This is an optimization exercise on Yosys and OpenROAD, whose aim is small area and a short achievable clock period, not a production implementation. In this exercise RTL edits were held to simulation tests only and were not proved equivalent to the original. No activity file was given, so power comes from the tool's default toggle rates.

[flow/standard.sh]
#!/bin/bash
# synth_recipe.tcl (not shown) runs the flow's synth.tcl, then flattens the netlist and writes it again
# the make line also repeats each setting of config.mk as NAME=value (left out here)
make -C /OpenROAD-flow-scripts/flow DESIGN_CONFIG=/design/flow/config.mk WORK_HOME=/design/flow/orfs CLKGATE_MAP_FILE= SYNTH_SCRIPT=/design/flow/synth_recipe.tcl "${@:-finish}"
[flow/constraint.sdc]
create_clock -name core_clock -period 5.5 [get_ports {clk}]
set_input_delay 1.1000 -clock core_clock [delete_from_list [all_inputs] [get_ports {clk}]]
set_output_delay 1.1000 -clock core_clock [all_outputs]
set_load 0.01 [all_outputs]
[flow/flow/run.sh]
#!/bin/bash
# The standard layout (the standard.sh, ORFS synth to finish), except
# that the port buffers ORFS inserts on every input and output use the
# smallest buffer cell, sky130_fd_sc_hd__buf_1, instead of its default.
set -euo pipefail
cd "$(dirname "${BASH_SOURCE[0]}")/.."
bash standard.sh finish "BUFFER_PORTS_ARGS=-buffer_cell sky130_fd_sc_hd__buf_1" > standard_finish.log 2>&1
[flow/design.v]
module wlfc_fx (
    input  wire        clk,
    input  wire        rst,         
    input  wire        in_valid,
    input  wire [2:0]  in_op,       
    input  wire [63:0] in_a,
    output reg         out_valid,
    output reg  [63:0] out_data
);
    wire [31:0] w = in_a[31:0];
    wire        op_fl = in_op[2];                         
    wire        op_ff = ~in_op[2] & (in_op[1:0] == 2'd1);
    wire        op_in = ~in_op[2] & (in_op[1:0] == 2'd2);
    wire        op_fr = ~in_op[2] & (in_op[1:0] == 2'd3);
    wire [10:0] ff_e  = in_a[62:52];
    wire [41:0] ff_m  = {1'b1, in_a[51:11]};
    wire        ff_hi = ff_e[10];
    wire        ff_lo = ~ff_e[10] & (&ff_e[9:5]);
    wire [41:0] ff_a  = ff_hi ? ff_m : (ff_lo ? {32'd0, ff_m[41:32]} : 42'd0);
    wire [31:0] fl_x = {1'b0, w[30:0] ^ {31{w[31]}}};
    wire [15:0] v1;  wire [15:0] p1;
    wire [7:0]  v2;  wire [15:0] p2;
    wire [3:0]  v3;  wire [11:0] p3;
    wire [1:0]  v4;  wire [7:0]  p4;
    genvar g;
    generate
        for (g = 0; g < 16; g = g + 1) begin : l1
            assign v1[g] = fl_x[2*g+1] | fl_x[2*g];
            assign p1[g] = fl_x[2*g+1];
        end
        for (g = 0; g < 8; g = g + 1) begin : l2
            assign v2[g] = v1[2*g+1] | v1[2*g];
            assign p2[2*g+1 -: 2] = v1[2*g+1] ? {1'b1, p1[2*g+1]} : {1'b0, p1[2*g]};
        end
        for (g = 0; g < 4; g = g + 1) begin : l3
            assign v3[g] = v2[2*g+1] | v2[2*g];
            assign p3[3*g+2 -: 3] = v2[2*g+1] ? {1'b1, p2[4*g+3 -: 2]} : {1'b0, p2[4*g+1 -: 2]};
        end
        for (g = 0; g < 2; g = g + 1) begin : l4
            assign v4[g] = v3[2*g+1] | v3[2*g];
            assign p4[4*g+3 -: 4] = v3[2*g+1] ? {1'b1, p3[6*g+5 -: 3]} : {1'b0, p3[6*g+2 -: 3]};
        end
    endgenerate
    wire [4:0]  fl_q  = v4[1] ? {1'b1, p4[7:4]} : {1'b0, p4[3:0]};
    wire        fl_xz = ~(v4[1] | v4[0]);
    reg [63:0] sa;
    reg [4:0]  ss;
    always @(*) begin
        if (op_fl) begin
            sa = {w[30:0], 33'd0};
            ss = fl_q;
        end else if (op_ff) begin
            sa = {22'd0, ff_a};
            ss = ~ff_e[4:0];
        end else begin
            sa = {w[30:16], {8{w[31] & ~op_fr}}, w[31:8] & {24{~op_fr}},
                  w[7] & ~op_in, w[6:0], 9'd0};
            ss = {op_in, op_fr, 3'd0};
        end
    end
    wire [47:0] sh16 = ss[4] ? sa[63:16]  : sa[47:0];
    wire [39:0] sh8  = ss[3] ? sh16[47:8] : sh16[39:0];
    reg        r1_v;
    reg        r1_fl;     
    reg        r1_ng;     
    reg [4:0]  r1_q;
    reg        r1_xz;
    reg [2:0]  r1_s;
    reg [39:0] r1_d;
    always @(posedge clk) begin
        if (rst)
            r1_v <= 1'b0;
        else
            r1_v <= in_valid;
        r1_fl <= op_fl;
        r1_ng <= op_fl ? w[31] : (op_ff & in_a[63]);
        r1_q  <= fl_q;
        r1_xz <= fl_xz;
        r1_s  <= ss[2:0];
        r1_d  <= sh8;
    end
    wire [35:0] sh4 = r1_s[2] ? r1_d[39:4] : r1_d[35:0];
    wire [33:0] sh2 = r1_s[1] ? sh4[35:2]  : sh4[33:0];
    wire [32:0] sh  = r1_s[0] ? sh2[33:1]  : sh2[32:0];
    wire [30:0] n_in = {sh[32:9], sh[8:2] & {7{r1_fl}}};
    wire [30:0] po0 = n_in;
    wire [30:0] po1, po2, po3, po4, po5;
    genvar b;
    generate
        for (b = 0; b < 31; b = b + 1) begin : pfx
            assign po1[b] = (b % 2  >= 1)  ? po0[b] | po0[b - (b % 2)  + 0] : po0[b];
            assign po2[b] = (b % 4  >= 2)  ? po1[b] | po1[b - (b % 4)  + 1] : po1[b];
            assign po3[b] = (b % 8  >= 4)  ? po2[b] | po2[b - (b % 8)  + 3] : po2[b];
            assign po4[b] = (b % 16 >= 8)  ? po3[b] | po3[b - (b % 16) + 7] : po3[b];
            assign po5[b] = (b % 32 >= 16) ? po4[b] | po4[b - (b % 32) + 15] : po4[b];
        end
    endgenerate
    wire [30:0] n_out = n_in ^ ({po5[29:0], 1'b0} & {31{r1_ng}});
    wire [8:0]  rnd   = {1'b0, sh[8:1]} + {8'd0, sh[0]};
    wire        fl_p2 = r1_ng & ~r1_xz & ~|sh[32:2];     
    wire        fl_z  = r1_xz & ~r1_ng;                  
    wire [10:0] fl_e0 = 11'd1015 + {6'd0, r1_q};
    wire [10:0] fl_e1 = 11'd1016 + {6'd0, r1_q};
    wire [10:0] fl_e  = fl_z ? 11'd0 : (fl_p2 ? fl_e1 : fl_e0);
    reg        r2_fl;
    reg        r2_ng;
    reg [30:0] r2_n;      
    reg [10:0] r2_x;      
    always @(posedge clk) begin
        if (rst)
            out_valid <= 1'b0;
        else
            out_valid <= r1_v;
        r2_fl <= r1_fl;
        r2_ng <= r1_ng;
        r2_n  <= n_out;
        r2_x  <= r1_fl ? fl_e : {2'd0, rnd};
    end
    always @(*) begin
        if (r2_fl)
            out_data = {r2_ng, r2_x, r2_n, 21'd0};
        else
            out_data = {32'd0, r2_n[30:7], 8'h00} | {55'd0, r2_x[8:0]};
    end
endmodule
[flow/config.mk]
export PLATFORM = sky130hd
export DESIGN_NAME = wlfc_fx
export DESIGN_NICKNAME = wlfc_fx
export VERILOG_FILES = /design/flow/design.v
export SDC_FILE = /design/flow/constraint.sdc
export NUM_CORES = 4
export LEC_CHECK = 0
export ABC_AREA = 1
export CAP_MARGIN = 20
export CORE_MARGIN = 2
export CORE_UTILIZATION = 40
export SETUP_SLACK_MARGIN = 3.5
export SLEW_MARGIN = 20
==> results of run 1 <==
-- layer usage --
| metal | GRT usage | wire length (microns) |
|---|---|---|
| met1 | 0.3585 | 14100 |
| met2 | 0.5559 | 19260 |
| met3 | 0.04371 | 4097 |
| met4 | 0.2116 | 4011 |
| met5 | 0 | 66 |
-- final cells by class --
type | count | share of cell area
Clock inverter | 5 | 0.004054
Inverter | 149 | 0.04756
Clock buffer | 10 | 0.01648
Tap cell | 265 | 0.02387
Multi-Input combinational cell | 1035 | 0.4995
Sequential cell | 97 | 0.1407
Timing Repair Buffer | 352 | 0.2579
Timing Repair inverter | 12 | 0.009909
-- worst max-delay path: cells and delay by family, from the launching register on --
family	cells	cell delay, ps
buffers and inverters	4	490
flip-flops	1	350
AND/OR/NAND/NOR	13	1710
-- logic make-up after synthesis --
logic type	synth area share
AO/OA/AOI/OAI	0.1430
XOR/XNOR	0.02633
adder cells (fa/ha/maj)	0.009574
buffers and inverters	0.1249
flip-flops	0.2476
multiplexers	0.01149
AND/OR/NAND/NOR	0.4371
-- metrics by stage --
stage	cell area, sq um	worst slack, ps
final	13890	2821
after global routing	13890	2666
after CTS	11990	2961
after detailed placement	8406	1668
after global placement	8406	1689
after floorplan	7964	2866
-- cell usage after synthesis (3+ instances only) --
cell      count  share of area
o211ai_1     10         0.0096
nor2_2        5         0.0040
nor2_4        5         0.0072
inv_2        11         0.0053
xor2_1       11          0.012
o22ai_1       7         0.0056
mux2_2        8          0.011
nor3_1        3         0.0019
nand3b_1      3         0.0029
o21ai_2       4         0.0045
a22oi_1      11          0.011
nand2_2      28          0.022
a21oi_1      25          0.016
nand4_1      13          0.010
o21ai_1      31          0.020
nand2_4       3         0.0043
o21ai_0      95          0.061
xnor2_1       7         0.0078
nand2_1     537           0.26
nand3_1     127          0.081
clkbuf_1     20         0.0096
nor2_1       67          0.032
inv_1       133          0.064
buf_2        20          0.013
ha_1          6         0.0096
dfxtp_1      97           0.25
buf_1         4         0.0019
buf_6        14          0.020
buf_4         9         0.0086
clkinv_1      3         0.0014
-- power by group through the flow --
stage	clock network (mW)	registers [mW]	logic, mW
5_1_grt	0.661	0.950	2.04
2_1_floorplan	0	0.873	0.693
3_5_place_dp	0	0.905	0.886
6_report	0.625	0.946	1.94
3_3_place_gp	0	0.905	0.884
4_1_cts	0.620	0.902	1.45
-- registers in the layout, indices dropped and copies added, names as in the netlist --
signal and count:
out_valid 1, r1_d 40, r1_fl 1, r1_ng 1
r1_q 5, r1_s 3, r1_v 1, r1_xz 1
r2_fl 1, r2_n 31, r2_ng 1, r2_x 11
-- timing repair --
item / CTS / global route
endpoints found under the setup margin: 154 / 153
cloned: 29 / 11
hold endpoints to repair: 0 / 0
resized for setup: 454 / 404
setup buffers: 151 / 33
pin swaps: 134 / 123
-- final timing paths --
kind | depth (start not counted) | slack (ps) | endpoint | from
worst min-delay path | 2 | 410 | out_valid$_SDFF_PP0_ | r1_v$_SDFF_PP0_
worst max-delay path | 17 | 2820 | r2_n[26]$_DFF_P_ | r1_s[2]$_DFF_P_
worst max register to register | 17 | 2820 | r2_n[26]$_DFF_P_ | r1_s[2]$_DFF_P_
worst min register to register | 2 | 410 | out_valid$_SDFF_PP0_ | r1_v$_SDFF_PP0_
==> impl_metrics.env, run 1 <==
export IMPL_run_status="no timing/DRC/antenna violations"
export IMPL_maxCapViolations=0
export IMPL_grt_usage=0.3171
export IMPL_multi_input_area_sq_um=6938
export IMPL_hold_viol=0
export IMPL_layout_common_cells="nand2_1, nand2_2, buf_4, inv_1, buf_6"
export IMPL_p_sw_frac=0.4214
export IMPL_peakVddDrop_mv=0.1342
export IMPL_tns_ps=0
export IMPL_syn_area_per_cell_sq_um=5.834
export IMPL_clock_sinks=97
export IMPL_cp_required_ps=5740
export IMPL_synthToLayoutAreaGrowth_pct=77.13
export IMPL_power_frac_comb=0.553
export IMPL_drive_gt1_frac=0.4880
export IMPL_max_clock_path_buffers=2
export IMPL_synth_seq_area_share=0.2476
export IMPL_stdcell_count=1925
export IMPL_cp_end_kind="flip-flop"
export IMPL_crit_arrival_ps=2910
export IMPL_synthCells=1344
export IMPL_antenna_found_initial=1
export IMPL_ys_flop_type="dfxtp_1"
export IMPL_hpwlAfterDp_mm=19.66
export IMPL_power_per_cell_area_nw_per_um2=252.8
export IMPL_tightestPinTransition_ps=617.9
export IMPL_grt_pass1_vias=9804
export IMPL_num_vias=11210
export IMPL_dieWidth_microns=144.0
export IMPL_grt_max_degree=48
export IMPL_cts_inserted_buffers=9
export IMPL_port_buffers=134
export IMPL_die_y_microns=144.0
export IMPL_worst_path_max_delay_cell="dfxtp_4"
export IMPL_totalWireLength_mm=41.54
export IMPL_setup_viol=0
export IMPL_die_area_sq_um=20740
export IMPL_clock_skew_ps=6.245
export IMPL_vias_per_cell=5.825
export IMPL_syn_nets=1420
export IMPL_initial_utilization=0.4056
export IMPL_nNetsFinal=1732
export IMPL_overflow=0
export IMPL_drt_iter0_drc=1156
export IMPL_seq_power_share=0.269
export IMPL_ys_seq_elements=97
export IMPL_slew_viol_final=0
export IMPL_rsz0062_at_grt="yes"
export IMPL_core_area_sq_um=19330
export IMPL_cts_htree_levels=3
export IMPL_cts_hold_buf=0
export IMPL_dr_pass1_iters=9
export IMPL_nFillCells=1306
export IMPL_internal_power_mw=2.032
export IMPL_total_power_mw=3.511
export IMPL_worstSetupStartpointType="flip-flop"
export IMPL_clkTransAtPathRegs_ps=70
export IMPL_synth_edf_count=0
export IMPL_critPathKind="reg -> reg"
export IMPL_cts_tree="built"
export IMPL_hp_class="reg -> reg"
export IMPL_synthesis_area_sq_um=7841
export IMPL_max_slew_margin_rel=0.5875
export IMPL_wl_per_cell_microns=21.58
export IMPL_regArea_sq_um=1954
export IMPL_dp_cells=1686
export IMPL_switchingPower_mw=1.480
export IMPL_synth_cell_types=49
export IMPL_critPathMostFrequentCell="nand2_1"
export IMPL_p_leak_nw=6.766
export IMPL_root_buffer="clkbuf_16"
export IMPL_ant_nets=0
export IMPL_async_flop_share=0
export IMPL_rows=51
export IMPL_final_common_cell="nand2_1"
export IMPL_fmax_mhz=373.3
export IMPL_hold_ws_ps=406.2
export IMPL_path_cells="buf_12 -> buf_8 -> buf_6 -> nand2_1 -> nand3_1 -> nand2_1 -> nand2_1 -> nand2_2 -> inv_2 -> nand2_2 -> nand2_2 -> nor2_4 -> nand3_4 -> nand2_8 -> nand2_1 -> nand2_1 -> nand2_1"
export IMPL_final_core_util=0.7184
export IMPL_slowest_delay_ps=350
export IMPL_p_clk_frac=0.178
export IMPL_ios=135
export IMPL_yosysWarnings=1
export IMPL_grt_pass1_wl_mm=51.20
export IMPL_drc=0
export IMPL_fin_crit_sh=0.4871
export IMPL_insertion_delay_ps=360
export IMPL_min_period_ps=2679
export IMPL_cp_max_fo=7
export IMPL_gp_congestion=1.003
export IMPL_antenna_cells=0
==> inputs of run 2 (changes only) <==
--- a/flow/config.mk
+++ b/flow/config.mk
@@ -10,4 +10,4 @@
 export CORE_MARGIN = 2
 export CORE_UTILIZATION = 40
-export SETUP_SLACK_MARGIN = 3.5
+export SETUP_SLACK_MARGIN = 3.2
 export SLEW_MARGIN = 20
==> impl_metrics.env, run 2 <==
export IMPL_run_status="no timing/DRC/antenna violations"
export IMPL_fin_ws_ps=3032
export IMPL_yosysWarnings=1
export IMPL_gp_congestion=1.011
export IMPL_critPathKind="in -> reg"
export IMPL_overflow=0
export IMPL_syn_area_per_cell_sq_um=5.834
export IMPL_ys_top_cells_by_area="nand2_1, dfxtp_1, nand3_1"
export IMPL_die_area_sq_um=20740
export IMPL_hold_viol=0
export IMPL_design_area_sq_um=11960
export IMPL_postPlaceCellArea_sq_um=8388
export IMPL_port_buffers=134
export IMPL_yosysMostFrequentCell="nand2_1"
export IMPL_top_regs="r1_d (40), r2_n (31), r2_x (11)"
export IMPL_clkTransAtPathRegs_ps=70
export IMPL_rows=51
export IMPL_dp_cells=1684
export IMPL_cp_end_kind="flip-flop"
export IMPL_nFillCells=1736
export IMPL_setup_viol=0
export IMPL_worst_path_max_delay_cell="buf_16"
export IMPL_nNetsFinal=1623
export IMPL_stdcell_count=1817
export IMPL_top_register="r1_d"
export IMPL_dr_pass1_iters=5
export IMPL_hpwlAfterDp_mm=19.23
export IMPL_synthToLayoutAreaGrowth_pct=52.53
export IMPL_largest_reg_flops=40
export IMPL_cp_max_fo=7
export IMPL_power_per_cell_area_nw_per_um2=253.2
export IMPL_insertion_delay_ps=350
export IMPL_totalWireLength_mm=30.72
export IMPL_root_buffer="clkbuf_16"
export IMPL_path_cells="clkbuf_16 -> clkinvlp_4 -> buf_6 -> nand2_4 -> a21oi_4 -> nand2_2 -> nor3_4 -> o21ai_2 -> nand2_2 -> nand2_8 -> buf_16 -> clkinv_8 -> nand2_1 -> nand2_1"
export IMPL_ys_top_cells_by_count="nand2_1, inv_1, nand3_1"
export IMPL_synth_cell_types=49
export IMPL_rsz0062_at_grt="yes"
export IMPL_max_clock_path_buffers=2
export IMPL_dp_slack_ps=1610
export IMPL_antenna_cells=0
export IMPL_synth_edf_count=0
export IMPL_grt_pass1_vias=8376
export IMPL_clock_skew_ps=8.547
export IMPL_slowest_delay_ps=220
export IMPL_grt_usage=0.2679
export IMPL_min_period_ps=2468
export IMPL_tns_ps=0
export IMPL_grt_pass1_wl_mm=43.44
export IMPL_synth_top_cell_area_share=0.2571
export IMPL_synth_area_leader_cell="nand2_1"
export IMPL_worstSetupStartpointType="input pin"
export IMPL_final_common_cell="nand2_1"
export IMPL_drt_iter0_drc=565
export IMPL_grt_max_degree=43
export IMPL_clock_sinks=97
export IMPL_total_power_mw=3.028
export IMPL_max_slew_margin_rel=0.6853
export IMPL_maxCapViolations=0
export IMPL_slew_viol_final=0
export IMPL_syn_nets=1420
export IMPL_ios=135
export IMPL_layout_common_cells="nand2_1, nand2_2, nand3_1, dfxtp_1, inv_1"
export IMPL_async_flop_share=0
export IMPL_num_vias=9590
export IMPL_cp_required_ps=5740
export IMPL_final_core_util=0.6186
export IMPL_drive_gt1_frac=0.3731
export IMPL_synthCells=1344
export IMPL_crit_arrival_ps=2710
export IMPL_initial_utilization=0.4056
export IMPL_peakVddDrop_mv=0.1158
export IMPL_die_y_microns=144.0
export IMPL_cp_num_buf_inv=5
export IMPL_synth_seq_area_share=0.2476
export IMPL_ys_flop_type="dfxtp_1"
export IMPL_p_leak_nw=5.856
export IMPL_antenna_found_initial=0
export IMPL_wl_per_cell_microns=16.91
export IMPL_cts_hold_buf=0
export IMPL_hp_class="reg -> reg"
export IMPL_synthesis_area_sq_um=7841
export IMPL_core_area_sq_um=19330
export IMPL_dieWidth_microns=144.0
export IMPL_vias_per_cell=5.278
export IMPL_fin_crit_sh=0.4487
export IMPL_hold_ws_ps=408.8
export IMPL_fmax_mhz=405.2
export IMPL_cts_tree="built"
export IMPL_cts_htree_levels=3
export IMPL_cp_top_family="buffers and inverters"
export IMPL_ys_seq_elements=97
export IMPL_tightestPinTransition_ps=471.4
export IMPL_ant_nets=0
export IMPL_cts_inserted_buffers=9
export IMPL_drc=0
-- run 2: cell counts after synthesis --
Identical to the previous run, type by type.
-- run 2: worst register-to-register path: stages, from the launching register on --
cell and delay, ps:
dfxtp_4 360, buf_12 150, inv_16 100, nand2_1 90
a32o_2 280, o21ai_2 130, ha_2 200, ha_2 170
inv_1 50, nor2_2 120, nand3_2 110, nor2_2 110
nand2_1 80, nor2_2 120, nand3b_1 120, nand2_1 60
-- run 2: kinds of logic (layout without fill, tap and decap cells) --
logic type / after synthesis / count (layout) / share of synthesized area
DFF: 97 / 97 / 0.2476
AOI/OAI and AO/OA: 197 / 197 / 0.1430
buffers and inverters: 216 / 422 / 0.1249
xor gates and xnor gates: 21 / 21 / 0.02633
and+or+nand+nor: 799 / 801 / 0.4371
adders and majority gates: 6 / 6 / 0.009574
muxes: 8 / 8 / 0.01149
-- run 2: final timing paths --
check	slack [ps]	depth (start not counted)	start	endpoint
hold reg to reg	410	2	r1_v$_SDFF_PP0_	out_valid$_SDFF_PP0_
setup reg to reg	3160	15	r1_s[2]$_DFF_P_	r2_x[6]$_DFF_P_
hold / removal	410	2	r1_v$_SDFF_PP0_	out_valid$_SDFF_PP0_
setup / recovery	3030	14	in_a[31]	r1_d[39]$_DFF_P_
-- run 2: layer usage --
metal	vias to the layer above	track usage	wire length, microns
met5	-	0	0
met3	120	0.04172	1815
met1	4354	0.3228	12080
met2	413	0.4622	15010
li1	4703	-	-
met4	0	0.1367	1815
-- run 2: final cells by class --
class | instances | area, sq um | share of cell area
clock buffers | 12 | 256.5 | 0.02145
clock inverters | 4 | 51.30 | 0.004289
inverters | 149 | 648.1 | 0.05419
multi-input cells | 1033 | 6177 | 0.5165
flip-flops and latches | 97 | 1954 | 0.1634
well taps | 265 | 331.6 | 0.02772
repair buffers | 248 | 2424 | 0.2026
repair inverters | 9 | 117.6 | 0.009834
-- run 2: timing repair --
action / 4_1_cts / 5_1_grt
setup buffers: 52 / 36
resized for setup: 232 / 395
setup endpoints to repair: 153 / 144
pin swaps: 31 / 81
gates cloned: 22 / 7
-- run 2: where the power goes --
part / switching (mW) / leakage (nW) / internal, mW
clock: 0.266 / 0.149 / 0.377
combinational: 0.827 / 4.90 / 0.632
sequential: 0.107 / 0.812 / 0.820
==> inputs of run 3 (changes only) <==
--- a/flow/config.mk
+++ b/flow/config.mk
@@ -10,4 +10,4 @@
 export CORE_MARGIN = 2
 export CORE_UTILIZATION = 40
-export SETUP_SLACK_MARGIN = 3.2
+export SETUP_SLACK_MARGIN = 3.0
 export SLEW_MARGIN = 20
==> impl_metrics.env, run 3 <==
export IMPL_nNetsFinal=1569
export IMPL_synthToLayoutAreaGrowth_pct=25.53
export IMPL_layout_common_cells="nand2_1, inv_1, nand3_1, buf_1, dfxtp_1"
export IMPL_run_status="no timing/DRC/antenna violations"
export IMPL_tns_ps=0
export IMPL_worstSetupStartpointType="input pin"
export IMPL_drc=0
export IMPL_syn_area_per_cell_sq_um=5.834
export IMPL_port_buffers=134
export IMPL_ys_top_cells_by_count="nand2_1, inv_1, nand3_1"
export IMPL_dr_pass1_iters=5
export IMPL_overflow=0
export IMPL_clock_sinks=97
export IMPL_switchingPower_mw=1.003
export IMPL_min_period_ps=2504
export IMPL_worst_hold_path_endpoint="out_valid$_SDFF_PP0_"
export IMPL_worstReg2RegEnd="r2_x[6]$_DFF_P_"
export IMPL_nFillCells=2071
export IMPL_synthCells=1344
export IMPL_internal_power_mw=1.510
export IMPL_die_area_sq_um=20740
export IMPL_synth_area_leader_cell="nand2_1"
export IMPL_min_path_cells=2
export IMPL_cts_htree_levels=3
export IMPL_rrSetupSlack_ps=3140
export IMPL_yosysWarnings=1
export IMPL_synth_top_cell_area_share=0.2571
export IMPL_synth_edf_count=0
export IMPL_p_clk_frac=0.234
export IMPL_wl_per_cell_microns=15.49
export IMPL_slew_viol_final=0
export IMPL_drt_iter0_drc=585
export IMPL_totalWireLength_mm=27.29
export IMPL_total_power_mw=2.513
export IMPL_cp_required_ps=5730
export IMPL_antenna_cells=0
export IMPL_max_clock_path_buffers=2
export IMPL_r2r_start="r1_s[2]$_DFF_P_"
export IMPL_peakVddDrop_mv=0.1147
export IMPL_hpwlAfterDp_mm=19.26
export IMPL_core_area_sq_um=19330
export IMPL_ios=135
export IMPL_grt_usage=0.2470
export IMPL_dp_cells=1685
export IMPL_p_sw_frac=0.3992
export IMPL_ant_nets=0
export IMPL_top_register="r1_d"
export IMPL_synth_cell_types=49
export IMPL_reg2reg_depth=15
export IMPL_hp_class="reg -> reg"
export IMPL_final_common_cell="nand2_1"
export IMPL_antenna_found_initial=0
export IMPL_seq_power_share=0.353
export IMPL_ys_flop_type="dfxtp_1"
export IMPL_root_buffer="clkbuf_16"
export IMPL_gp_congestion=1.054
export IMPL_critPathKind="in -> reg"
export IMPL_die_y_microns=144.0
export IMPL_synthesis_area_sq_um=7841
export IMPL_yosysMostFrequentCell="nand2_1"
export IMPL_synth_seq_area_share=0.2476
export IMPL_clkTransAtPathRegs_ps=60
export IMPL_grt_pass1_vias=7852
export IMPL_design_area_sq_um=9843
export IMPL_ys_top_cells_by_area="nand2_1, dfxtp_1, nand3_1"
export IMPL_holdCritStartpoint="r1_v$_SDFF_PP0_"
export IMPL_drive_gt1_frac=0.1670
export IMPL_cp_max_fo=17
export IMPL_grt_max_degree=48
export IMPL_fin_crit_sh=0.4553
export IMPL_rows=51
export IMPL_dieWidth_microns=144.0
export IMPL_largest_reg_flops=40
export IMPL_maxCapViolations=0
export IMPL_setup_viol=0
export IMPL_postPlaceCellArea_sq_um=8393
export IMPL_cts_hold_buf=0
export IMPL_clock_skew_ps=10.77
export IMPL_cts_inserted_buffers=9
export IMPL_fmax_mhz=399.4
export IMPL_stdcell_count=1762
export IMPL_cp_end_kind="flip-flop"
export IMPL_grt_pass1_wl_mm=40.48
export IMPL_hold_viol=0
export IMPL_max_slew_margin_rel=0.6567
export IMPL_rsz0062_at_grt="yes"
export IMPL_power_per_cell_area_nw_per_um2=255.3
export IMPL_insertion_delay_ps=360
export IMPL_power_frac_comb=0.413
export IMPL_initial_utilization=0.4056
export IMPL_async_flop_share=0
export IMPL_num_vias=9117
export IMPL_p_leak_nw=4.852
export IMPL_syn_nets=1420
export IMPL_top_regs="r1_d (40), r2_n (31), r2_x (11)"
export IMPL_ys_seq_elements=97
export IMPL_cts_tree="built"
export IMPL_tightestPinTransition_ps=515.0
export IMPL_crit_arrival_ps=2730
export IMPL_vias_per_cell=5.174
## run 3: critical path: stages
cell and delay [ps]:
clkbuf_16 150, buf_4 130, xor2_1 170, or2_4 260, nor3_4 240, o21ai_2 100, nand2_2 120, nand2_8 110
buf_12 190, nand2_1 70, o21ai_0 90
## run 3: per-layer routing
layer  GRT usage  part of all wire  wire, microns
met1      0.3185              0.43          11780
met2      0.4150              0.46          12550
met3     0.02947             0.064           1751
met4      0.1094             0.044           1210
met5           0                 0              0
## run 3: layout make-up
class / instances / area, sq um / share of cell area
multi-input combinational: 1032 / 5258 / 0.5341
sequential: 97 / 1953 / 0.1984
clock buffer: 10 / 239.0 / 0.02428
inverter: 149 / 651.9 / 0.06623
timing repair inverter: 4 / 36.28 / 0.003686
timing repair buffer: 200 / 1334 / 0.1355
tap: 265 / 331.6 / 0.03369
clock inverter: 5 / 40.04 / 0.004068
## run 3: worst max path at each step
| stage | from | end | slack (ps) | cells past startpoint |
|---|---|---|---|---|
| 4_1_cts | in_a[31] | r1_d[3]$_DFF_P_ | 2980 | 12 |
| 3_3_place_gp | in_a[31] | r1_d[1]$_DFF_P_ | 1740 | 13 |
| 2_1_floorplan | in_a[31] | r1_d[39]$_DFF_P_ | 2870 | 13 |
| 5_1_grt | in_a[31] | r1_d[4]$_DFF_P_ | 2920 | 17 |
| 6_report | in_a[31] | r1_d[11]$_DFF_P_ | 3000 | 11 |
| 3_5_place_dp | in_a[31] | r1_d[36]$_DFF_P_ | 1670 | 14 |
## run 3: cells by family (layout without fill, tap and decap cells)
| family | after synthesis | count (layout) | synth area share |
|---|---|---|---|
| flops | 97 | 97 | 0.2476 |
| compound gates | 197 | 197 | 0.1430 |
| buf+inv | 216 | 368 | 0.1249 |
| fa+ha+maj | 6 | 6 | 0.009574 |
| xor+xnor | 21 | 21 | 0.02633 |
| mux | 8 | 8 | 0.01149 |
| simple gates | 799 | 800 | 0.4371 |
## run 3: through the flow
step                hold slack (ps)  worst slack, ps    util
detailed placement            396.9             1673  0.4341
global placement              390.3             1742  0.4341
CTS                           407.3             2977  0.4751
finish                        405.4             2996  0.5091
global route                  429.0             2920  0.5091
floorplan                     329.0             2866       -
## run 3: timing repair
item,4_1_cts,5_1_grt
endpoints found under the hold margin,0,0
gates resized for setup,64,99
gates cloned,6,10
setup endpoints to repair,149,108
setup buffers,21,25
pin swaps,9,23
## run 3: power by group through the flow
stage                     sequential [mW]  combinational [mW]  clock (mW)
final                               0.888                1.04       0.587
after global routing                0.901                1.17       0.620
after global placement              0.904               0.883           0
after floorplan                     0.873               0.689           0
after detailed placement            0.907               0.888           0
after CTS                           0.887               0.954       0.598
==> inputs of run 4 (changes only) <==
--- a/flow/design.v
+++ b/flow/design.v
@@ -44,4 +44,9 @@
     wire [4:0]  fl_q  = v4[1] ? {1'b1, p4[7:4]} : {1'b0, p4[3:0]};
     wire        fl_xz = ~(v4[1] | v4[0]);
+    wire        fl_n    = w[31];
+    wire        fl_h16  = fl_n ? ~&w[30:16] : |w[30:16];
+    wire        fl_h24  = fl_n ? ~&w[30:24] : |w[30:24];
+    wire        fl_h8   = fl_n ? ~&w[15:8]  : |w[15:8];
+    wire [1:0]  fl_q43  = {fl_h16, fl_h16 ? fl_h24 : fl_h8};
     reg [63:0] sa;
     reg [4:0]  ss;
@@ -49,5 +54,5 @@
         if (op_fl) begin
             sa = {w[30:0], 33'd0};
-            ss = fl_q;
+            ss = {fl_q43, fl_q[2:0]};
         end else if (op_ff) begin
             sa = {22'd0, ff_a};
==> impl_metrics.env, run 4 <==
export IMPL_cts_inserted_buffers=9
export IMPL_gp_congestion=0.9648
export IMPL_antenna_found_initial=0
export IMPL_rows=51
export IMPL_core_area_sq_um=19270
export IMPL_synth_seq_area_share=0.2494
export IMPL_ys_top_cells_by_count="nand2_1, inv_1, nand3_1"
export IMPL_design_area_sq_um=9697
export IMPL_power_per_cell_area_nw_per_um2=256.4
export IMPL_peakVddDrop_mv=0.1317
export IMPL_ys_flop_type="dfxtp_1"
export IMPL_cts_tree="built"
export IMPL_setup_viol=0
export IMPL_multi_input_area_sq_um=5214
export IMPL_tns_ps=0
export IMPL_ys_top_cells_by_area="nand2_1, dfxtp_1, nand3_1"
export IMPL_syn_area_per_cell_sq_um=5.797
export IMPL_drc=0
export IMPL_synth_edf_count=0
export IMPL_synth_cell_types=54
export IMPL_hold_viol=0
export IMPL_hp_class="reg -> reg"
export IMPL_fmax_mhz=402.0
export IMPL_overflow=0
export IMPL_grt_pass1_wl_mm=41.91
export IMPL_die_y_microns=143.5
export IMPL_cp_max_fo=8
export IMPL_clkTransAtPathRegs_ps=70
export IMPL_fin_crit_sh=0.4523
export IMPL_crit_arrival_ps=2730
export IMPL_layout_common_cells="nand2_1, buf_1, nand3_1, inv_1, dfxtp_1"
export IMPL_max_slew_margin_rel=0.5264
export IMPL_cts_hold_buf=0
export IMPL_top_register="r1_d"
export IMPL_die_area_sq_um=20590
export IMPL_clock_sinks=97
export IMPL_wl_per_cell_microns=15.34
export IMPL_worstSetupStartpointType="input pin"
export IMPL_postPlaceCellArea_sq_um=8285
export IMPL_regArea_sq_um=1949
export IMPL_grt_max_degree=39
export IMPL_ant_nets=0
export IMPL_clock_skew_ps=13.94
export IMPL_ys_seq_elements=97
export IMPL_grt_usage=0.2604
export IMPL_drt_iter0_drc=821
export IMPL_nNetsFinal=1567
export IMPL_synthCells=1343
export IMPL_rsz0062_at_grt="yes"
export IMPL_antenna_cells=0
export IMPL_insertion_delay_ps=350
export IMPL_nFillCells=2077
export IMPL_maxCapViolations=0
export IMPL_synth_top_cell_area_share=0.2705
export IMPL_num_vias=8897
export IMPL_grt_pass1_vias=8017
export IMPL_p_leak_nw=4.793
export IMPL_cp_end_kind="flip-flop"
export IMPL_max_clock_path_buffers=2
export IMPL_hpwlAfterDp_mm=19.61
export IMPL_dieWidth_microns=143.5
export IMPL_syn_nets=1419
export IMPL_yosysWarnings=1
export IMPL_initial_utilization=0.4040
export IMPL_totalWireLength_mm=27.02
export IMPL_drive_gt1_frac=0.1551
export IMPL_largest_reg_flops=40
export IMPL_root_buffer="clkbuf_16"
export IMPL_critPathKind="in -> reg"
export IMPL_port_buffers=134
export IMPL_yosysMostFrequentCell="nand2_1"
export IMPL_final_common_cell="nand2_1"
export IMPL_top_regs="r1_d (40), r2_n (31), r2_x (11)"
export IMPL_synthToLayoutAreaGrowth_pct=24.56
export IMPL_min_period_ps=2487
export IMPL_tightestPinTransition_ps=706.5
export IMPL_async_flop_share=0
export IMPL_run_status="no timing/DRC/antenna violations"
export IMPL_cp_required_ps=5740
export IMPL_vias_per_cell=5.052
export IMPL_slew_viol_final=0
export IMPL_synthesis_area_sq_um=7785
export IMPL_dr_pass1_iters=5
export IMPL_synth_area_leader_cell="nand2_1"
export IMPL_ios=135
export IMPL_cts_htree_levels=3
run 4: kinds of logic after synthesis:
group / count (synthesis) / synth area share
and+or+nand+nor: 828 / 0.4550
buffers and inverters: 198 / 0.1175
AOI/OAI and AO/OA: 188 / 0.1356
DFF: 97 / 0.2494
xor gates and xnor gates: 18 / 0.02122
muxes: 8 / 0.01157
adders and majority gates: 6 / 0.009643
run 4: area by class of cell:
cell class / count / area share
repair buffers: 198 / 0.1317
clock inverters: 3 / 0.004903
well taps: 265 / 0.03419
repair inverters: 7 / 0.006065
multi-input cells: 1049 / 0.5377
flip-flops and latches: 97 / 0.2010
inverters: 129 / 0.05755
clock buffers: 13 / 0.02684
run 4: path summary, 6_finish.rpt:
path / from / endpoint / slack (ps) / cells after the start
setup / recovery: in_a[31] / r1_d[0]$_DFF_P_ / 3010 / 13
hold / removal: r1_v$_SDFF_PP0_ / out_valid$_SDFF_PP0_ / 410 / 2
setup reg to reg: r1_s[0]$_DFF_P_ / r2_x[0]$_DFF_P_ / 3150 / 15
hold reg to reg: r1_v$_SDFF_PP0_ / out_valid$_SDFF_PP0_ / 410 / 2
run 4: critical path: stages:
cell,delay (ps)
buf_12,110
buf_12,140
nor2_4,110
nand2_2,90
buf_4,150
o21ai_2,60
nand3_2,130
o21bai_4,210
a21oi_4,160
buf_12,190
buf_6,120
nand3_2,50
o21a_1,100
run 4: metrics by stage:
stage	utilization	setup slack, ps	cells	power, mW	hold WS, ps
floorplan	-	2996	1343	1.501	388.3
global placement	0.4299	1224	1684	1.714	391.0
detailed placement	0.4299	1165	1684	1.719	397.1
CTS	0.4812	3000	1738	2.444	405.8
global route	0.5032	2936	1761	2.657	444.6
finish	0.5032	3013	1761	2.486	406.4
run 4: metal layers:
| layer | GRT usage | vias to the layer above | wire length, microns |
|---|---|---|---|
| li1 | - | 4566 | - |
| met1 | 0.3274 | 3950 | 11780 |
| met2 | 0.4273 | 311 | 12480 |
| met3 | 0.03999 | 70 | 1496 |
| met4 | 0.1424 | 0 | 1260 |
| met5 | 0 | - | 0 |
run 4: power breakdown:
| group | internal [mW] | switching, mW |
|---|---|---|
| clock network | 0.380 | 0.271 |
| logic | 0.343 | 0.608 |
| registers | 0.816 | 0.0683 |
run 4: timing repair:
action / 4_1_cts / 5_1_grt
endpoints found under the setup margin: 147 / 107
gates cloned: 12 / 2
pin swaps: 13 / 18
gates resized for setup: 104 / 73
setup buffers: 26 / 21
==> inputs of run 5 (changes only) <==
--- a/flow/config.mk
+++ b/flow/config.mk
@@ -10,4 +10,4 @@
 export CORE_MARGIN = 2
 export CORE_UTILIZATION = 40
-export SETUP_SLACK_MARGIN = 3.0
+export SETUP_SLACK_MARGIN = 3.1
 export SLEW_MARGIN = 20
==> impl_metrics.env, run 5 <==
export IMPL_cts_inserted_buffers=9
export IMPL_ys_top_cells_by_area="nand2_1, dfxtp_1, nand3_1"
export IMPL_insertion_delay_ps=360
export IMPL_ios=135
export IMPL_root_buffer="clkbuf_16"
export IMPL_vias_per_cell=5.282
export IMPL_critPathMostFrequentCell="nand2_2"
export IMPL_yosysMostFrequentCell="nand2_1"
export IMPL_synth_edf_count=0
export IMPL_setup_viol=0
export IMPL_wl_per_cell_microns=16.32
export IMPL_synthToLayoutAreaGrowth_pct=39.79
export IMPL_layout_common_cells="nand2_1, nand3_1, inv_1, dfxtp_1, o21ai_0"
export IMPL_cts_tree="built"
export IMPL_dp_cells=1683
export IMPL_hpwlAfterDp_mm=19.24
export IMPL_drc=0
export IMPL_cp_max_fo=11
export IMPL_synth_top_cell_area_share=0.2705
export IMPL_nNetsFinal=1598
export IMPL_grt_pass1_vias=7856
export IMPL_grt_usage=0.2569
export IMPL_ys_seq_elements=97
export IMPL_slowest_delay_ps=320
export IMPL_dr_pass1_iters=6
export IMPL_fmax_mhz=403.0
export IMPL_peakVddDrop_mv=0.1372
export IMPL_clkTransAtPathRegs_ps=70
export IMPL_cp_top_family="simple AND/OR/NAND/NOR gates"
export IMPL_top_register="r1_d"
export IMPL_initial_utilization=0.4040
export IMPL_antenna_found_initial=0
export IMPL_clock_skew_ps=14.42
export IMPL_max_slew_margin_rel=0.6519
export IMPL_fin_ws_ps=3019
export IMPL_totalWireLength_mm=29.25
export IMPL_yosysWarnings=1
export IMPL_grt_pass1_wl_mm=41.45
export IMPL_cp_end_kind="flip-flop"
export IMPL_stdcell_count=1792
export IMPL_min_period_ps=2481
export IMPL_synth_cell_types=54
export IMPL_top_regs="r1_d (40), r2_n (31), r2_x (11)"
export IMPL_die_y_microns=143.5
export IMPL_antenna_cells=0
export IMPL_max_clock_path_buffers=2
export IMPL_synth_seq_area_share=0.2494
export IMPL_port_buffers=134
export IMPL_syn_area_per_cell_sq_um=5.797
export IMPL_drive_gt1_frac=0.2554
export IMPL_cp_num_buf_inv=2
export IMPL_maxCapViolations=0
export IMPL_cp_required_ps=5760
export IMPL_synthesis_area_sq_um=7785
export IMPL_slew_viol_final=0
export IMPL_fin_crit_sh=0.4511
export IMPL_clock_sinks=97
export IMPL_run_status="no timing/DRC/antenna violations"
export IMPL_hp_class="reg -> reg"
export IMPL_syn_nets=1419
export IMPL_gp_congestion=0.9973
export IMPL_grt_max_degree=43
export IMPL_die_area_sq_um=20590
export IMPL_ys_flop_type="dfxtp_1"
export IMPL_dieWidth_microns=143.5
export IMPL_hold_viol=0
export IMPL_overflow=0
export IMPL_num_vias=9466
export IMPL_dp_slack_ps=1385
export IMPL_tns_ps=0
export IMPL_synth_area_leader_cell="nand2_1"
export IMPL_tightestPinTransition_ps=522.1
export IMPL_ant_nets=0
export IMPL_worstSetupStartpointType="input pin"
export IMPL_synthCells=1343
export IMPL_async_flop_share=0
export IMPL_critPathKind="in -> reg"
export IMPL_path_cells="clkbuf_2 -> nand2_2 -> nor4_4 -> nand3_1 -> nand2_2 -> nand2_4 -> nand2_8 -> clkinv_8 -> or2_2 -> nand3_2 -> nand2_1"
export IMPL_p_leak_nw=5.490
export IMPL_worst_path_max_delay_cell="nor4_4"
export IMPL_rows=51
export IMPL_crit_arrival_ps=2740
export IMPL_power_per_cell_area_nw_per_um2=248.4
export IMPL_cts_htree_levels=3
export IMPL_ys_top_cells_by_count="nand2_1, inv_1, nand3_1"
export IMPL_drt_iter0_drc=862
export IMPL_rsz0062_at_grt="yes"
export IMPL_final_common_cell="nand2_1"
export IMPL_core_area_sq_um=19270
export IMPL_largest_reg_flops=40
==> run 5: repair_timing <==
item	4_1_cts	5_1_grt
buffers inserted	23	38
setup endpoints to repair	151	135
hold buffers	0	0
cloned	10	22
pin swaps	14	33
gates resized for setup	99	259
endpoints found under the hold margin	0	0
==> run 5: cell families (layout without fill, tap and decap cells) <==
family,count (synthesis),after routing,share of synthesized area
AND/OR/NAND/NOR,828,830,0.4550
buffers and inverters,198,378,0.1175
AO/OA/AOI/OAI,188,190,0.1356
flip-flops,97,97,0.2494
XOR/XNOR,18,18,0.02122
multiplexers,8,8,0.01157
adder cells (fa/ha/maj),6,6,0.009643
==> run 5: layout make-up <==
| cell class | count | area [sq um] |
|---|---|---|
| clock inverters | 5 | 87.58 |
| inverters | 129 | 614.3 |
| clock buffers | 11 | 242.7 |
| repair buffers | 223 | 1943 |
| fillers | 1872 | 8388 |
| multi-input cells | 1052 | 5605 |
| flip-flops and latches | 97 | 1949 |
| well taps | 265 | 331.6 |
| repair inverters | 10 | 108.9 |
==> run 5: worst paths after layout <==
| check | from | to | slack (ps) | cells past startpoint |
|---|---|---|---|---|
| max | in_a[28] | r1_d[38]$_DFF_P_ | 3020 | 11 |
| min | r1_v$_SDFF_PP0_ | out_valid$_SDFF_PP0_ | 410 | 2 |
| max reg2reg | r1_s[2]$_DFF_P_ | r2_n[29]$_DFF_P_ | 3250 | 16 |
| min reg2reg | r1_v$_SDFF_PP0_ | out_valid$_SDFF_PP0_ | 410 | 2 |
==> run 5: stage by stage <==
stage | area, sq um | power, mW | hold WS, ps | util
CTS | 9512 | 2.517 | 409.5 | 0.4936
finish | 10880 | 2.703 | 406.4 | 0.5647
global route | 10880 | 2.861 | 448.3 | 0.5647
detailed placement | 8372 | 1.728 | 397.5 | 0.4344
floorplan | 7958 | 1.515 | 388.3 | -
global placement | 8372 | 1.722 | 390.3 | 0.4344
==> run 5: per-layer routing <==
metal | share of wire | GRT usage | wire (microns) | vias to the layer above
li1 | - | - | - | 4652
met1 | 0.41 | 0.3231 | 12020 | 4283
met2 | 0.48 | 0.4351 | 13980 | 433
met3 | 0.065 | 0.03366 | 1916 | 98
met4 | 0.046 | 0.1218 | 1336 | 0
met5 | 0 | 0 | 0 | -
==> run 5: where the power goes <==
part	switching [mW]	internal, mW
Combinational	0.673	0.450
Clock	0.279	0.415
Sequential	0.0696	0.816
==> run 5: tightest hold or removal path, delay by kind of cell (launching register included) <==
family / cells / cell delay (ps)
DFF: 1 / 300
buffers and inverters: 1 / 40
and+or+nand+nor: 1 / 30
==> inputs of run 6 (changes only) <==
--- a/flow/config.mk
+++ b/flow/config.mk
@@ -10,4 +10,4 @@
 export CORE_MARGIN = 2
 export CORE_UTILIZATION = 40
-export SETUP_SLACK_MARGIN = 3.1
+export SETUP_SLACK_MARGIN = 2.8
 export SLEW_MARGIN = 20
==> impl_metrics.env, run 6 <==
export IMPL_grt_max_degree=40
export IMPL_clkTransAtPathRegs_ps=70
export IMPL_drc=0
export IMPL_cts_tree="built"
export IMPL_final_common_cell="nand2_1"
export IMPL_synth_edf_count=0
export IMPL_cp_required_ps=5740
export IMPL_synthesis_area_sq_um=7785
export IMPL_critPathKind="in -> reg"
export IMPL_slew_viol_final=0
export IMPL_r2r_start="r1_s[2]$_DFF_P_"
export IMPL_drive_gt1_frac=0.1024
export IMPL_initial_utilization=0.4040
export IMPL_yosysMostFrequentCell="nand2_1"
export IMPL_insertion_delay_ps=360
export IMPL_hpwlAfterDp_mm=19.17
export IMPL_top_regs="r1_d (40), r2_n (31), r2_x (11)"
export IMPL_dp_slack_ps=1327
export IMPL_worstSetupStartpointType="input pin"
export IMPL_rrSetupSlack_ps=3010
export IMPL_rows=51
export IMPL_synthCells=1343
export IMPL_hold_viol=0
export IMPL_synth_area_leader_cell="nand2_1"
export IMPL_largest_reg_flops=40
export IMPL_syn_area_per_cell_sq_um=5.797
export IMPL_totalWireLength_mm=24.91
export IMPL_worstReg2RegEnd="r2_n[21]$_DFF_P_"
export IMPL_num_vias=8719
export IMPL_p_leak_nw=4.515
export IMPL_wl_per_cell_microns=14.48
export IMPL_ys_top_cells_by_count="nand2_1, inv_1, nand3_1"
export IMPL_crit_arrival_ps=2900
export IMPL_worst_path_max_delay_cell="nor3_4"
export IMPL_root_buffer="clkbuf_16"
export IMPL_port_buffers=134
export IMPL_synth_seq_area_share=0.2494
export IMPL_fin_crit_sh=0.4835
export IMPL_ys_flop_type="dfxtp_1"
export IMPL_dr_pass1_iters=6
export IMPL_drt_iter0_drc=794
export IMPL_die_y_microns=143.5
export IMPL_antenna_found_initial=0
export IMPL_cts_inserted_buffers=9
export IMPL_gp_congestion=1.010
export IMPL_yosysWarnings=1
export IMPL_max_clock_path_buffers=2
export IMPL_worst_hold_path_endpoint="out_valid$_SDFF_PP0_"
export IMPL_core_area_sq_um=19270
export IMPL_tightestPinTransition_ps=679.8
export IMPL_reg2reg_depth=15
export IMPL_ys_top_cells_by_area="nand2_1, dfxtp_1, nand3_1"
export IMPL_setup_viol=0
export IMPL_rsz0062_at_grt="yes"
export IMPL_synth_top_cell_area_share=0.2705
export IMPL_clock_sinks=97
export IMPL_ios=135
export IMPL_peakVddDrop_mv=0.1326
export IMPL_cts_htree_levels=3
export IMPL_maxCapViolations=0
export IMPL_path_cells="buf_1 -> inv_1 -> nand2_1 -> a21oi_2 -> nand2_1 -> nor3_4 -> o21bai_2 -> a21oi_4 -> buf_4 -> buf_12 -> nand3_1 -> o21a_1"
export IMPL_synth_cell_types=54
export IMPL_overflow=0
export IMPL_power_per_cell_area_nw_per_um2=266.2
export IMPL_grt_pass1_wl_mm=39.14
export IMPL_hp_class="reg -> reg"
export IMPL_nNetsFinal=1526
export IMPL_antenna_cells=0
export IMPL_total_power_mw=2.400
export IMPL_max_slew_margin_rel=0.5443
export IMPL_cp_end_kind="flip-flop"
export IMPL_synthToLayoutAreaGrowth_pct=15.80
export IMPL_ant_nets=0
export IMPL_critPathMostFrequentCell="nand2_1"
export IMPL_layout_common_cells="nand2_1, buf_1, inv_1, nand3_1, dfxtp_1"
export IMPL_holdCritStartpoint="r1_v$_SDFF_PP0_"
export IMPL_clock_skew_ps=10.58
export IMPL_fmax_mhz=376.0
export IMPL_grt_usage=0.2406
export IMPL_min_path_cells=2
export IMPL_run_status="no timing/DRC/antenna violations"
export IMPL_dieWidth_microns=143.5
export IMPL_async_flop_share=0
export IMPL_min_period_ps=2659
export IMPL_syn_nets=1419
export IMPL_top_register="r1_d"
export IMPL_tns_ps=0
export IMPL_fin_ws_ps=2841
export IMPL_die_area_sq_um=20590
export IMPL_ys_seq_elements=97
export IMPL_vias_per_cell=5.069
export IMPL_slowest_delay_ps=230
export IMPL_cp_max_fo=23
export IMPL_grt_pass1_vias=7652
[run 6: how the worst max path moves through the flow]
stage	startpoint	cells past startpoint	to	slack [ps]
after global placement	in_op[0]	15	r1_d[19]$_DFF_P_	1400
after floorplan	in_op[0]	12	r1_d[16]$_DFF_P_	2910
final	in_a[15]	12	r1_d[0]$_DFF_P_	2840
after detailed placement	in_op[0]	15	r1_d[19]$_DFF_P_	1330
after CTS	r1_s[2]$_DFF_P_	14	r2_n[20]$_DFF_P_	2800
after global routing	in_op[2]	10	r1_d[26]$_DFF_P_	2700
[run 6: critical path: cells and delay by family]
family                 cells  cell delay (ps)
AOI/OAI and AO/OA          4              640
and+or+nand+nor            4              560
buffers and inverters      4              590
[run 6: repair_timing]
action                     CTS  global route
gates resized for setup     41            47
setup endpoints to repair  133            68
pin swaps                    4             4
setup buffers                5             9
gates cloned                 4             1
hold buffers                 0             0
[run 6: routing by layer]
metal  track usage  vias up  routed length [microns]  share of wire
met4        0.1047        0                      913          0.037
met3       0.03199       59                     1563          0.063
li1              -     4479                        -              -
met5             0        -                        0              0
met1        0.3125     3846                    11090           0.45
met2        0.3995      335                    11340           0.46
[run 6: cell families (layout without fill, tap and decap cells)]
group	after synthesis	count (layout)	share of synthesized area
adder cells (fa/ha/maj)	6	6	0.009643
multiplexers	8	8	0.01157
AND/OR/NAND/NOR	828	828	0.4550
XOR/XNOR	18	18	0.02122
flip-flops	97	97	0.2494
AO/OA/AOI/OAI	188	189	0.1356
buffers and inverters	198	309	0.1175
[run 6: final cells by class]
| class | instances | area [sq um] |
|---|---|---|
| Clock buffer | 10 | 239.0 |
| Clock inverter | 6 | 65.06 |
| Sequential cell | 97 | 1946 |
| Inverter | 129 | 526.8 |
| Tap cell | 265 | 331.6 |
| Timing Repair Buffer | 161 | 872.1 |
| Timing Repair inverter | 3 | 22.52 |
| Multi-Input combinational cell | 1049 | 5012 |
| Fill cell | 2169 | 10260 |
[run 6: power by group]
group          total (mW)  switching, mW  internal, mW
sequential          0.881         0.0654         0.816
combinational       0.878          0.576         0.302
clock               0.641          0.275         0.366
[run 6: through the flow]
step / instances / util / hold slack, ps / cell area (sq um)
after CTS: 1710 / 0.4575 / 406.7 / 8816
after detailed placement: 1685 / 0.4298 / 397.3 / 8283
final: 1720 / 0.4678 / 405.6 / 9015
after global placement: 1685 / 0.4298 / 390.5 / 8283
after floorplan: 1343 / - / 388.3 / 7785
after global routing: 1720 / 0.4678 / 431.0 / 9015
==> inputs of run 7 (changes only) <==
--- a/flow/config.mk
+++ b/flow/config.mk
@@ -10,4 +10,4 @@
 export CORE_MARGIN = 2
 export CORE_UTILIZATION = 40
-export SETUP_SLACK_MARGIN = 2.8
+export SETUP_SLACK_MARGIN = 2.7
 export SLEW_MARGIN = 20
==> impl_metrics.env, run 7 <==
export IMPL_worstReg2RegEnd="r2_n[21]$_DFF_P_"
export IMPL_p_leak_nw=4.457
export IMPL_dp_cells=1685
export IMPL_gp_congestion=1.010
export IMPL_synth_edf_count=0
export IMPL_crit_end="r1_d[37]$_DFF_P_"
export IMPL_hpwlAfterDp_mm=19.17
export IMPL_clock_skew_ps=8.691
export IMPL_core_area_sq_um=19270
export IMPL_yosysMostFrequentCell="nand2_1"
export IMPL_hold_viol=0
export IMPL_antenna_cells=0
export IMPL_r2r_start="r1_s[2]$_DFF_P_"
export IMPL_multi_input_area_sq_um=5001
export IMPL_ys_top_cells_by_area="nand2_1, dfxtp_1, nand3_1"
export IMPL_rsz0062_at_grt="no"
export IMPL_clock_sinks=97
export IMPL_regArea_sq_um=1946
export IMPL_cts_htree_levels=3
export IMPL_total_power_mw=2.385
export IMPL_stdcell_count=1717
export IMPL_synth_top_cell_area_share=0.2705
export IMPL_top_layer="met4"
export IMPL_wl_met2_mm=11.18
export IMPL_syn_area_per_cell_sq_um=5.797
export IMPL_hp_class="reg -> reg"
export IMPL_nNetsFinal=1523
export IMPL_run_status="no timing/DRC/antenna violations"
export IMPL_ys_seq_elements=97
export IMPL_final_common_cell="nand2_1"
export IMPL_ys_top_cells_by_count="nand2_1, inv_1, nand3_1"
export IMPL_drc=0
export IMPL_tightestPinTransition_ps=647.5
export IMPL_reg2reg_depth=15
export IMPL_tns_ps=0
export IMPL_wl_per_cell_microns=14.40
export IMPL_wl_met1_mm=11.18
export IMPL_rows=51
export IMPL_grt_max_degree=68
export IMPL_syn_nets=1419
export IMPL_drive_gt1_frac=0.09366
export IMPL_vias_per_cell=5.005
export IMPL_startpoint="in_a[31]"
export IMPL_grt_usage=0.2367
export IMPL_crit_arrival_ps=3010
export IMPL_min_period_ps=2714
export IMPL_overflow=0
export IMPL_nFillCells=2165
export IMPL_grt_pass1_wl_mm=38.47
export IMPL_root_buffer="clkbuf_16"
export IMPL_peakVddDrop_mv=0.1318
export IMPL_synthToLayoutAreaGrowth_pct=14.55
export IMPL_cts_hold_buf=0
export IMPL_cts_inserted_buffers=9
export IMPL_ios=135
export IMPL_yosysWarnings=1
export IMPL_initial_utilization=0.4040
export IMPL_die_area_sq_um=20590
export IMPL_dr_pass1_iters=5
export IMPL_rrSetupSlack_ps=2950
export IMPL_maxCapViolations=0
export IMPL_largest_reg_flops=40
export IMPL_clkTransAtPathRegs_ps=70
export IMPL_postPlaceCellArea_sq_um=8283
export IMPL_slew_viol_final=0
export IMPL_synthCells=1343
export IMPL_totalWireLength_mm=24.73
export IMPL_design_area_sq_um=8917
export IMPL_max_clock_path_buffers=2
export IMPL_async_flop_share=0
export IMPL_drt_iter0_drc=828
export IMPL_insertion_delay_ps=350
export IMPL_ys_flop_type="dfxtp_1"
export IMPL_fmax_mhz=368.5
export IMPL_setup_viol=0
export IMPL_critPathKind="in -> reg"
export IMPL_ant_nets=0
export IMPL_die_y_microns=143.5
export IMPL_fin_crit_sh=0.4934
export IMPL_cp_required_ps=5790
export IMPL_top_regs="r1_d (40), r2_n (31), r2_x (11)"
export IMPL_max_slew_margin_rel=0.5660
export IMPL_port_buffers=134
export IMPL_cts_tree="built"
export IMPL_grt_pass1_vias=7573
export IMPL_synth_area_leader_cell="nand2_1"
export IMPL_antenna_found_initial=0
export IMPL_power_per_cell_area_nw_per_um2=267.5
export IMPL_dieWidth_microns=143.5
export IMPL_cp_end_kind="flip-flop"
export IMPL_synth_seq_area_share=0.2494
export IMPL_cp_max_fo=23
export IMPL_synthesis_area_sq_um=7785
export IMPL_synth_cell_types=54
export IMPL_worstSetupStartpointType="input pin"
export IMPL_layout_common_cells="nand2_1, buf_1, inv_1, nand3_1, dfxtp_1"
export IMPL_routed_wl_met3_mm=1.402
export IMPL_num_vias=8594
export IMPL_top_register="r1_d"
## run 7: cell counts after synthesis
Identical to the previous run, type by type.
## run 7: how the worst min path moves through the flow
| stage | from | endpoint | slack (ps) | depth (start not counted) |
|---|---|---|---|---|
| 5_1_grt | r1_v$_SDFF_PP0_ | out_valid$_SDFF_PP0_ | 430 | 2 |
| 3_5_place_dp | r1_v$_SDFF_PP0_ | out_valid$_SDFF_PP0_ | 400 | 2 |
| 6_report | r1_v$_SDFF_PP0_ | out_valid$_SDFF_PP0_ | 410 | 2 |
| 2_1_floorplan | r1_v$_SDFF_PP0_ | out_valid$_SDFF_PP0_ | 390 | 2 |
| 3_3_place_gp | r1_v$_SDFF_PP0_ | out_valid$_SDFF_PP0_ | 390 | 2 |
| 4_1_cts | r1_v$_SDFF_PP0_ | out_valid$_SDFF_PP0_ | 410 | 2 |
## run 7: power by group
group	switching (mW)	leakage (nW)	total (mW)	internal [mW]
combinational	0.572	3.50	0.866	0.294
clock	0.274	0.149	0.639	0.365
sequential	0.0647	0.812	0.880	0.816
## run 7: cell families (layout without fill, tap and decap cells)
family,count (synthesis),count (layout),share of synthesized area
DFF,97,97,0.2494
buffers and inverters,198,306,0.1175
AOI/OAI and AO/OA,188,189,0.1356
and+or+nand+nor,828,828,0.4550
muxes,8,8,0.01157
xor gates and xnor gates,18,18,0.02122
adders and majority gates,6,6,0.009643
## run 7: critical path: stages
cell and delay, ps:
clkbuf_4 200, buf_6 190, a21oi_1 90, a21oi_2 170
nand2_1 130, nor3_4 230, o21bai_2 140, a21oi_4 240
buf_4 180, clkbuf_16 180, nand2_1 70, o21ai_1 80
## run 7: per-layer routing
layer / track usage / up-vias
li1: - / 4467
met5: 0 / -
met3: 0.03099 / 71
met2: 0.3887 / 303
met4: 0.1053 / 0
met1: 0.3102 / 3753
## run 7: timing repair
action,in CTS,in global routing
buffers inserted,4,8
endpoints found under the setup margin,102,67
gates cloned,3,1
resized for setup,25,38
pin swaps,2,5
## run 7: area by class of cell
type,instances,area share
multi-input cells,1049,0.5608
flip-flops and latches,97,0.2182
repair buffers,159,0.09036
inverters,129,0.05767
well taps,265,0.03718
clock buffers,10,0.02680
clock inverters,6,0.007296
repair inverters,2,0.001684
## run 7: metrics by stage
step / utilization / worst slack, ps / hold slack [ps]
floorplan: - / 2910 / 388.3
global placement: 0.4298 / 1399 / 390.5
detailed placement: 0.4298 / 1327 / 397.3
CTS: 0.4528 / 2713 / 406.7
global route: 0.4627 / 2699 / 431.0
finish: 0.4627 / 2786 / 405.4
==> inputs of run 8 (changes only) <==
--- a/flow/config.mk
+++ b/flow/config.mk
@@ -10,4 +10,5 @@
 export CORE_MARGIN = 2
 export CORE_UTILIZATION = 40
-export SETUP_SLACK_MARGIN = 2.7
+export SETUP_SLACK_MARGIN = 2.9
 export SLEW_MARGIN = 20
+export TNS_END_PERCENT = 0
==> impl_metrics.env, run 8 <==
export IMPL_drc=0
export IMPL_synth_area_leader_cell="nand2_1"
export IMPL_syn_area_per_cell_sq_um=5.797
export IMPL_ys_seq_elements=97
export IMPL_fin_crit_sh=0.4780
export IMPL_yosysWarnings=1
export IMPL_min_period_ps=2629
export IMPL_dp_cells=1685
export IMPL_cts_hold_buf=0
export IMPL_die_y_microns=143.5
export IMPL_maxCapViolations=0
export IMPL_async_flop_share=0
export IMPL_synth_cell_types=54
export IMPL_layout_common_cells="nand2_1, buf_1, inv_1, nand3_1, dfxtp_1"
export IMPL_peakVddDrop_mv=0.1329
export IMPL_run_status="no timing/DRC/antenna violations"
export IMPL_vias_per_cell=5.053
export IMPL_port_buffers=134
export IMPL_die_area_sq_um=20590
export IMPL_gp_congestion=1.010
export IMPL_slowest_delay_ps=290
export IMPL_nNetsFinal=1530
export IMPL_power_per_cell_area_nw_per_um2=264.4
export IMPL_drt_iter0_drc=770
export IMPL_root_buffer="clkbuf_16"
export IMPL_cts_htree_levels=3
export IMPL_core_area_sq_um=19270
export IMPL_initial_utilization=0.4040
export IMPL_antenna_cells=0
export IMPL_worstSetupStartpointType="input pin"
export IMPL_largest_reg_flops=40
export IMPL_rsz0062_at_grt="yes"
export IMPL_worst_path_max_delay_cell="nor3_4"
export IMPL_final_common_cell="nand2_1"
export IMPL_synthToLayoutAreaGrowth_pct=17.12
export IMPL_clkTransAtPathRegs_ps=70
export IMPL_synth_seq_area_share=0.2494
export IMPL_synth_edf_count=0
export IMPL_clock_sinks=97
export IMPL_cp_end_kind="flip-flop"
export IMPL_stdcell_count=1724
export IMPL_crit_arrival_ps=2870
export IMPL_antenna_found_initial=0
export IMPL_tightestPinTransition_ps=689.5
export IMPL_synthesis_area_sq_um=7785
export IMPL_top_register="r1_d"
export IMPL_num_vias=8712
export IMPL_ys_top_cells_by_count="nand2_1, inv_1, nand3_1"
export IMPL_hold_viol=0
export IMPL_fmax_mhz=380.4
export IMPL_drive_gt1_frac=0.1110
export IMPL_path_cells="buf_1 -> inv_1 -> o21ai_0 -> nand2_1 -> nor3_4 -> o21bai_4 -> a21oi_4 -> buf_4 -> buf_12 -> nand3_1 -> o21a_1"
export IMPL_yosysMostFrequentCell="nand2_1"
export IMPL_cp_top_family="buffers and inverters"
export IMPL_wl_per_cell_microns=14.51
export IMPL_ant_nets=0
export IMPL_hp_class="reg -> reg"
export IMPL_grt_pass1_vias=7642
export IMPL_cts_inserted_buffers=9
export IMPL_p_leak_nw=4.547
export IMPL_dieWidth_microns=143.5
export IMPL_insertion_delay_ps=360
export IMPL_dr_pass1_iters=5
export IMPL_max_clock_path_buffers=2
export IMPL_ios=135
export IMPL_cts_tree="built"
export IMPL_synthCells=1343
export IMPL_totalWireLength_mm=25.02
export IMPL_cp_required_ps=5750
export IMPL_syn_nets=1419
export IMPL_ys_flop_type="dfxtp_1"
export IMPL_rows=51
export IMPL_grt_pass1_wl_mm=39.12
export IMPL_ys_top_cells_by_area="nand2_1, dfxtp_1, nand3_1"
export IMPL_synth_top_cell_area_share=0.2705
export IMPL_cp_num_buf_inv=4
export IMPL_grt_max_degree=40
export IMPL_grt_usage=0.2405
export IMPL_clock_skew_ps=9.050
export IMPL_cp_max_fo=23
export IMPL_critPathKind="in -> reg"
export IMPL_max_slew_margin_rel=0.5378
export IMPL_hpwlAfterDp_mm=19.17
export IMPL_setup_viol=0
export IMPL_overflow=0
export IMPL_top_regs="r1_d (40), r2_n (31), r2_x (11)"
export IMPL_tns_ps=0
export IMPL_slew_viol_final=0
[run 8: cell families (layout without fill, tap and decap cells)]
family / Yosys count / count (layout) / share of synthesized area
compound gates: 188 / 189 / 0.1356
xor+xnor: 18 / 18 / 0.02122
fa+ha+maj: 6 / 6 / 0.009643
buf+inv: 198 / 313 / 0.1175
flops: 97 / 97 / 0.2494
mux: 8 / 8 / 0.01157
simple gates: 828 / 828 / 0.4550
[run 8: repair_timing]
action	in CTS	in global routing
setup endpoints to repair	142	93
gates cloned	4	3
setup buffers	5	11
pin swaps	3	8
resized for setup	39	70
[run 8: cell type report]
cell class	instances	area, sq um
multi-input cells	1049	5054
well taps	265	331.6
inverters	129	531.8
clock buffers	10	239.0
repair buffers	164	922.1
flip-flops and latches	97	1947
repair inverters	4	27.53
clock inverters	6	65.06
fillers	2166	10150
[run 8: final timing paths]
check,startpoint,end,slack [ps],depth (start not counted)
worst min-delay path,r1_v$_SDFF_PP0_,out_valid$_SDFF_PP0_,400,2
worst max register to register,r1_s[2]$_DFF_P_,r2_n[21]$_DFF_P_,3060,15
worst max-delay path,in_a[11],r1_d[0]$_DFF_P_,2870,11
worst min register to register,r1_v$_SDFF_PP0_,out_valid$_SDFF_PP0_,400,2
[run 8: stage by stage]
| step | hold slack (ps) | util | area, sq um | worst slack [ps] | total power, mW |
|---|---|---|---|---|---|
| final | 404.6 | 0.4731 | 9117 | 2871 | 2.411 |
| after global routing | 431.0 | 0.4731 | 9117 | 2840 | 2.580 |
| after CTS | 406.7 | 0.4571 | 8810 | 2758 | 2.385 |
| after detailed placement | 397.3 | 0.4298 | 8283 | 1327 | 1.717 |
| after global placement | 390.5 | 0.4298 | 8283 | 1399 | 1.713 |
| after floorplan | 388.3 | - | 7785 | 2910 | 1.498 |
[run 8: worst min-delay path, stage by stage, from the launching register on]
cell and delay, ps:
dfxtp_1 300, inv_1 40, nor2_1 30
[run 8: where the power goes]
part / leakage [nW] / total [mW] / switching (mW) / internal, mW
registers: 0.812 / 0.882 / 0.0659 / 0.816
clock network: 0.149 / 0.640 / 0.275 / 0.365
logic: 3.59 / 0.889 / 0.580 / 0.309
total: 4.55 / 2.41 / 0.921 / 1.49
[run 8: routing by layer]
| layer | track usage | vias to the layer above | routed length [microns] | share of wire |
|---|---|---|---|---|
| met1 | 0.3124 | 3852 | 11330 | 0.45 |
| met5 | 0 | - | 0 | 0 |
| li1 | - | 4486 | - | - |
| met3 | 0.03199 | 69 | 1295 | 0.052 |
| met2 | 0.3992 | 305 | 11370 | 0.45 |
| met4 | 0.1047 | 0 | 1020 | 0.041 |

==> afterwards: timing with drivers on the ports <==
No port has a modelled driver above. Below, the same layouts with a new extraction and two added sets of constraints.
Step 1 (the two cells are an assumption about what drives the block):
set clk [get_ports {clk}]
set_driving_cell -lib_cell sky130_fd_sc_hd__clkbuf_16 $clk
set_driving_cell -lib_cell sky130_fd_sc_hd__buf_2 [delete_from_list [all_inputs] $clk]
Step 2, shift: input delay + t, output delay - t, t = (earliest + latest rising clock arrival at the registers) / 2. This alone moves slack from input paths to output paths.
Three values: ideal ports, drivers, drivers and shift; two values: the first two.
run	shift t [ns]	setup WS [ns]	clock arrival spread, ns	worst data-port slew with drivers (ns)
run 1	0.398	2.821 / 2.796 / 2.464	0.009 / 0.009	0.09
run 2	0.394	3.032 / 2.926 / 2.533	0.009 / 0.009	0.14
run 3	0.391	2.996 / 2.959 / 2.568	0.011 / 0.010	0.11
run 4	0.394	3.013 / 3.011 / 2.618	0.014 / 0.015	0.06
run 5	0.400	3.019 / 3.010 / 2.610	0.014 / 0.014	0.08
run 6	0.395	2.841 / 2.853 / 2.458	0.011 / 0.011	0.04
run 7	0.392	2.786 / 2.806 / 2.414	0.009 / 0.009	0.04
run 8	0.394	2.871 / 2.892 / 2.498	0.010 / 0.010	0.04
After both steps every run listed still meets setup and hold. For run 2, which loses most, drivers alone change the setup slack by -0.106 ns; drivers and shift together by -0.499 ns.
